This design comes from an exercise in tuning for small area, a short achievable clock period and few clock cycles per item on the open sky130 flow, not from production work.
Where RTL was checked, it was by simulation tests only, not by an equivalence proof against the original.
No activity file was given, so power comes from the tool's default toggle rates.

## job 101
// crc_link
module crc_link (
  input  wire        clk,
  input  wire        rst,
  input  wire        cmd_valid,
  output wire        cmd_ready,
  input  wire [3:0]  cmd_code,
  input  wire [15:0] cmd_a,
  input  wire [7:0]  cmd_b,
  output reg         resp_valid,
  output reg         resp_ok,
  output reg  [15:0] resp_data,
  output wire        rx_req,
  input  wire        rx_valid,
  input  wire [7:0]  rx_data,
  input  wire        rx_end,
  output wire        tx_valid,
  output wire [7:0]  tx_data,
  input  wire        tx_ready,
  input  wire        tx_fail
);
  localparam [3:0] C_CRCCLR   = 4'h1, C_CRCSTEP = 4'h2, C_FRAMECRC = 4'h3,
                   C_ENCODE   = 4'h4, C_DECODE  = 4'h5, C_RECEIVE  = 4'h6,
                   C_TRANSMIT = 4'h7, C_LDB     = 4'h9, C_STB      = 4'hA,
                   C_RDST     = 4'hB;
  function [15:0] m16;
    input [15:0] c;
    integer i;
    begin
      m16 = c;
      for (i = 0; i < 16; i = i + 1)
        m16 = {m16[14:0], 1'b0} ^ (m16[15] ? 16'h1021 : 16'h0000);
    end
  endfunction
  reg [511:0] bv;                  
  reg [15:0]  crc;                 
  reg [6:0]   n_q;                 
  reg [6:0]   pos;                 
  reg [9:0]   rem;                 
  reg         match_q;             
  reg [1:0]   err;                 
  reg         busy, done_f, fail_f, res_ok;
  reg         rdy_q, cq_v, mode_d;
  reg         wr_okq;              
  reg [15:0]  cq_a;
  reg [7:0]   cq_b;
  reg         v_clr, v_step, v_fsent, v_fjob, v_enc, v_dec, v_rcv, v_xmt, v_ldb, v_stb, v_rdst;
  reg         rx_req_q, tx_valid_q;
  reg [7:0]   tx_cur;              
  reg [7:0]   tx_q;                
  reg         enc_pend;            
  reg         cache_v;             
  reg         s_act, xw, s_tx, s_res, s_fc;
  reg [4:0]   ra;                  
  reg         rxodd;               
  reg         s_fdone, s_z;
  reg [15:0]  tw;                  
  reg         tw_full, tw_fold;
  reg [7:0]   th;                  
  reg         got, rload, rfold;
  reg         t_last, nx_chi, nx_clo;
  reg         rxw;                 
  reg         vpend;               
  reg         rstart;              
  reg c_rop, c_rack, c_rlen, c_rpay, c_ran, c_top, c_ta1, c_trest, c_ta2, c_wait;
  ...
Size: roughly 2300 cells after synthesis, ~72 I/O pins, ~32000 um^2 of cells after synthesis.
Settings: LEC_CHECK=0, CAP_MARGIN=20, CORE_MARGIN=2, CORE_UTILIZATION=55, CTS_BUF_LIST=sky130_fd_sc_hd__clkbuf_16, CTS_CLUSTER_DIAMETER=100, CTS_CLUSTER_SIZE=20, PLACE_DENSITY=0.7, SLEW_MARGIN=20, TNS_END_PERCENT=100; clock period 10.0 ns.
standard.sh (not shown) runs the stock make flow with config.mk's settings and CLKGATE_MAP_FILE= SYNTH_SCRIPT=/design/flow/synth_recipe.tcl, a recipe that flattens the netlist after the stock synthesis.
==> flow/flow/run.sh <==
#!/bin/bash
# Standard layout, asking the timing repair for more setup margin.
set -euo pipefail
bash standard.sh SETUP_SLACK_MARGIN=7 finish > make_finish.log 2>&1
Testbench counts of job 101, summed over its fixed seeds: cycles 19,184, frames 256.
Input changes introduced in job 102 (baseline for comparison: job 101):
# job 101
export LEC_CHECK = 0
export CAP_MARGIN = 20
export CORE_MARGIN = 2
export CORE_UTILIZATION = 55
export CTS_BUF_LIST = sky130_fd_sc_hd__clkbuf_16
export CTS_CLUSTER_DIAMETER = 100
export CTS_CLUSTER_SIZE = 20
export PLACE_DENSITY = 0.7
export SLEW_MARGIN = 20
export TNS_END_PERCENT = 100
create_clock -name core_clock -period 10.0 [get_ports {clk}]
# job 102
export LEC_CHECK = 0
export CAP_MARGIN = 20
export CORE_MARGIN = 2
export CORE_UTILIZATION = 60
export CTS_BUF_LIST = sky130_fd_sc_hd__clkbuf_16
export CTS_CLUSTER_DIAMETER = 100
export CTS_CLUSTER_SIZE = 20
export PLACE_DENSITY = 0.7
export SLEW_MARGIN = 20
export TNS_END_PERCENT = 100
create_clock -name core_clock -period 10.0 [get_ports {clk}]
-- flow/flow/run.sh --
<<< job 101, line 4
bash standard.sh SETUP_SLACK_MARGIN=7 finish > make_finish.log 2>&1
>>> job 102, line 4
bash standard.sh SETUP_SLACK_MARGIN=6.9 finish > make_finish.log 2>&1
[summary]
- Compared with job 101, in job 102 length of routed wiring on met1 decreased by about 4% relative to the old numbers, number of sinks handled by clock tree synthesis closely matched the old numbers, part of the power in combinational logic decreased by 1.5 points relative to the old numbers.
- Compared with job 101, in job 102 fraction of power spent switching nets closely matched the old numbers, pin count of the biggest net entering global routing increased by 2 relative to the old numbers.

---

Setup of old:
crc_link, a different RTL version from the one above (not shown whole).
Size: ~2500 cells after synthesis, ~690 flip-flops, ~72 I/O pins, ~31000 um^2 of cells after synthesis.
Settings: LEC_CHECK=0, CAP_MARGIN=20, CORE_MARGIN=2, CORE_UTILIZATION=60, CTS_BUF_LIST=sky130_fd_sc_hd__clkbuf_4 sky130_fd_sc_hd__clkbuf_8, CTS_CLUSTER_SIZE=30, PLACE_DENSITY=0.7, SETUP_SLACK_MARGIN=5, SLEW_MARGIN=20, TNS_END_PERCENT=100; clock period 10.0 ns.
run.sh (not shown) runs the stock make flow with config.mk's settings and CLKGATE_MAP_FILE= SYNTH_SCRIPT=/design/flow/synth_recipe.tcl, a recipe that flattens the netlist after the stock synthesis.
Stock flow here: none of the scripts above is used.
Here is what was changed in the inputs of new compared with old.
# old
export LEC_CHECK = 0
export CAP_MARGIN = 20
export CORE_MARGIN = 2
export CORE_UTILIZATION = 60
export CTS_BUF_LIST = sky130_fd_sc_hd__clkbuf_4 sky130_fd_sc_hd__clkbuf_8
export CTS_CLUSTER_SIZE = 30
export PLACE_DENSITY = 0.7
export SETUP_SLACK_MARGIN = 5
export SLEW_MARGIN = 20
export TNS_END_PERCENT = 100
create_clock -name core_clock -period 10.0 [get_ports {clk}]
# new
export LEC_CHECK = 0
export CAP_MARGIN = 10
export CORE_MARGIN = 2
export CORE_UTILIZATION = 60
export PLACE_DENSITY = 0.7
export SETUP_SLACK_MARGIN = 5
export SLEW_MARGIN = 10
export TNS_END_PERCENT = 100
create_clock -name core_clock -period 10.0 [get_ports {clk}]
--- outcome ---
Simple-gate portion of the synthesized area across new and old: no real change. Cmp new and old / logic depth of the worst path, buffers included / higher: new. Summary — fraction of power spent switching nets, new relative to old: lower, by 0.73 points. Measured against each other, new and old differ in post-route fraction of the period consumed by the critical path, the higher figure coming from new. Looking at slack of the critical path, new sits 0.10 ns lower than old does. Compared with old, new shows a lower final cell count. Going from old to new, pre-CTS setup slack grew by 0.0083 ns; combinational share of power shrank by 0.3 points. The global-route wire length before repair of new is higher than that of old. Compared with old, in new global routing met3 resource utilization closely matched the old numbers, worst-case register-to-register setup slack closely matched the old numbers.
Function was not checked in any run of this note: the RTL went through the layout flow alone.

---

## JK
crc_link with an RTL version that a note above also has.
For scale: about 2,300 cells after synthesis, about 72 I/O pins, about 32,000 µm² of cells after synthesis.
## crc_link
module crc_link (
  input  wire        clk,
  input  wire        rst,
  input  wire        cmd_valid,
  output wire        cmd_ready,
  input  wire [3:0]  cmd_code,
  input  wire [15:0] cmd_a,
  input  wire [7:0]  cmd_b,
  output reg         resp_valid,
  output reg         resp_ok,
  output reg  [15:0] resp_data,
  output wire        rx_req,
  input  wire        rx_valid,
  input  wire [7:0]  rx_data,
  input  wire        rx_end,
  output wire        tx_valid,
  output wire [7:0]  tx_data,
  input  wire        tx_ready,
  input  wire        tx_fail
);
export LEC_CHECK = 0
export CAP_MARGIN = 20
export CORE_MARGIN = 2
export CORE_UTILIZATION = 60
export CTS_BUF_LIST = sky130_fd_sc_hd__clkbuf_16
export CTS_CLUSTER_DIAMETER = 100
export CTS_CLUSTER_SIZE = 20
export PLACE_DENSITY = 0.7
export SLEW_MARGIN = 20
export TNS_END_PERCENT = 100
create_clock -name core_clock -period 10.0 [get_ports {clk}]
standard.sh (not shown) runs the stock make flow with config.mk's settings and CLKGATE_MAP_FILE= SYNTH_SCRIPT=/design/flow/synth_recipe.tcl, a recipe that flattens the netlist after the stock synthesis.
==> flow/flow/run.sh <==
#!/bin/bash
# Standard layout, asking the timing repair for more setup margin.
set -euo pipefail
bash standard.sh SETUP_SLACK_MARGIN=7 finish > make_finish.log 2>&1
Testbench counts of JK, summed over its fixed seeds: cycles 19,184, frames 256.
Input-level comparison between MS and JK:
==> flow/flow/run.sh <==
#!/bin/bash
# Standard layout, asking the timing repair for more setup margin.
set -euo pipefail
bash standard.sh SETUP_SLACK_MARGIN=7 SETUP_REPAIR_SEQUENCE=unbuffer,sizedown,sizeup,swap,buffer finish > make_finish.log 2>&1
--- outcome ---
Diff JK..MS | area inside the core boundary | negligible. As far as routed length per instance goes, MS and JK are indistinguishable; the numbers are identical. Count of inverters not on the clock network in the layout came out exactly the same in MS and JK. JK -> MS: share of the yosys chip area belonging to registers delta 0, exact match. MS and JK ended up with nearly the same combinational power. Re count of fill cells added during filler insertion: no difference whatsoever between MS and JK. As far as total cell area at the placement stage goes, MS and JK are indistinguishable; the numbers are identical. Summary of MS over JK: utilization flat, final total power about even, layout net count now sits at about the same level, biggest fanout along the worst timing path flat.
[inputs] AL vs MS
# MS
export LEC_CHECK = 0
export CAP_MARGIN = 20
export CORE_MARGIN = 2
export CORE_UTILIZATION = 60
export CTS_BUF_LIST = sky130_fd_sc_hd__clkbuf_16
export CTS_CLUSTER_DIAMETER = 100
export CTS_CLUSTER_SIZE = 20
export PLACE_DENSITY = 0.7
export SLEW_MARGIN = 20
export TNS_END_PERCENT = 100
create_clock -name core_clock -period 10.0 [get_ports {clk}]
# AL
export LEC_CHECK = 0
export CAP_MARGIN = 20
export CORE_MARGIN = 2
export CORE_UTILIZATION = 60
export CTS_BUF_LIST = sky130_fd_sc_hd__clkbuf_16
export CTS_CLUSTER_DIAMETER = 100
export CTS_CLUSTER_SIZE = 20
export PLACE_DENSITY = 0.6
export SLEW_MARGIN = 20
export TNS_END_PERCENT = 100
create_clock -name core_clock -period 10.0 [get_ports {clk}]
==> flow/flow/run.sh <==
#!/bin/bash
# Standard layout, asking the timing repair for more setup margin.
set -euo pipefail
bash standard.sh SETUP_SLACK_MARGIN=7 finish > make_finish.log 2>&1
## What came out
Compared with MS, AL shows a lower non-clock buffer count in the final layout. Between MS and AL, the tightest hold margin does not differ in any meaningful way. Total power delta (MS -> AL): insignificant.
[inputs] TR vs AL
# AL
export LEC_CHECK = 0
export CAP_MARGIN = 20
export CORE_MARGIN = 2
export CORE_UTILIZATION = 60
export CTS_BUF_LIST = sky130_fd_sc_hd__clkbuf_16
export CTS_CLUSTER_DIAMETER = 100
export CTS_CLUSTER_SIZE = 20
export PLACE_DENSITY = 0.6
export SLEW_MARGIN = 20
export TNS_END_PERCENT = 100
create_clock -name core_clock -period 10.0 [get_ports {clk}]
# TR
export LEC_CHECK = 0
export CAP_MARGIN = 10
export CORE_MARGIN = 2
export CORE_UTILIZATION = 60
export CTS_BUF_LIST = sky130_fd_sc_hd__clkbuf_16
export CTS_CLUSTER_DIAMETER = 100
export CTS_CLUSTER_SIZE = 20
export PLACE_DENSITY = 0.7
export SLEW_MARGIN = 10
export TNS_END_PERCENT = 100
create_clock -name core_clock -period 10.0 [get_ports {clk}]
Findings:
Timing, DRC, antenna: 0 failures across AL and TR
Between AL and TR, number of non-filler instances in the completed layout increased.
Diff TR..AL | synthesized area | unchanged
TR against AL: power density normalized to cell area went down 0.61%; share of the core filled with cells went up 0.35 points; first-iteration DRC count went down 273.
Comparing AL with TR, the total combinational power came out essentially unchanged.
Relative to AL, wire length on met3 has decreased by about 0.46% in TR.
Of TR and AL, it is TR that has the higher register-to-register slack.
For AL, the endpoint of the worst setup timing path was resp_data[2], unlike TR, where it was resp_data[6].

afterwards: timing with drivers on the ports:
How much do the figures lean on ideal ports? The routed layouts below were timed once more, with nothing changed but the port constraints. Step 1, drivers: a clkbuf_16 drives clk and a buf_2 each remaining input, both assumed. Step 2 times the ports against the registers' clock, not the clock port: input delays grow and output delays shrink by t, the midpoint of the rising clock arrivals with the driver on. Three values: ideal ports, drivers, drivers and shift; two values: the first two.
run	t, ns	slack for setup (ns)	hold slack, ns	worst setup path at the end	clock arrival spread, ns
job 101	0.662	6.782 / 6.717 / 6.266	0.511 / 0.511 / 0.511	input to register	0.044 / 0.044
job 102	0.663	6.801 / 6.738 / 6.230	0.517 / 0.517 / 0.517	input to register	0.029 / 0.029
old	0.799	5.190 / 5.219 / 4.420	0.454 / 0.454 / 0.454	input to register	0.056 / 0.056
new	0.695	5.087 / 5.130 / 4.435	0.453 / 0.453 / 0.453	input to register	0.024 / 0.024
JK	0.659	6.874 / 6.814 / 6.328	0.503 / 0.503 / 0.503	input to register	0.043 / 0.044
MS	0.659	6.874 / 6.814 / 6.328	0.503 / 0.503 / 0.503	input to register	0.043 / 0.044
AL	0.655	6.907 / 6.855 / 6.259	0.502 / 0.502 / 0.502	input to register	0.025 / 0.025
TR	0.659	6.874 / 6.814 / 6.328	0.503 / 0.503 / 0.503	input to register	0.043 / 0.044
After both steps setup and hold are still met in every run listed. For old, which loses most, drivers alone change the setup slack by +0.029 ns; drivers and shift together by -0.770 ns.
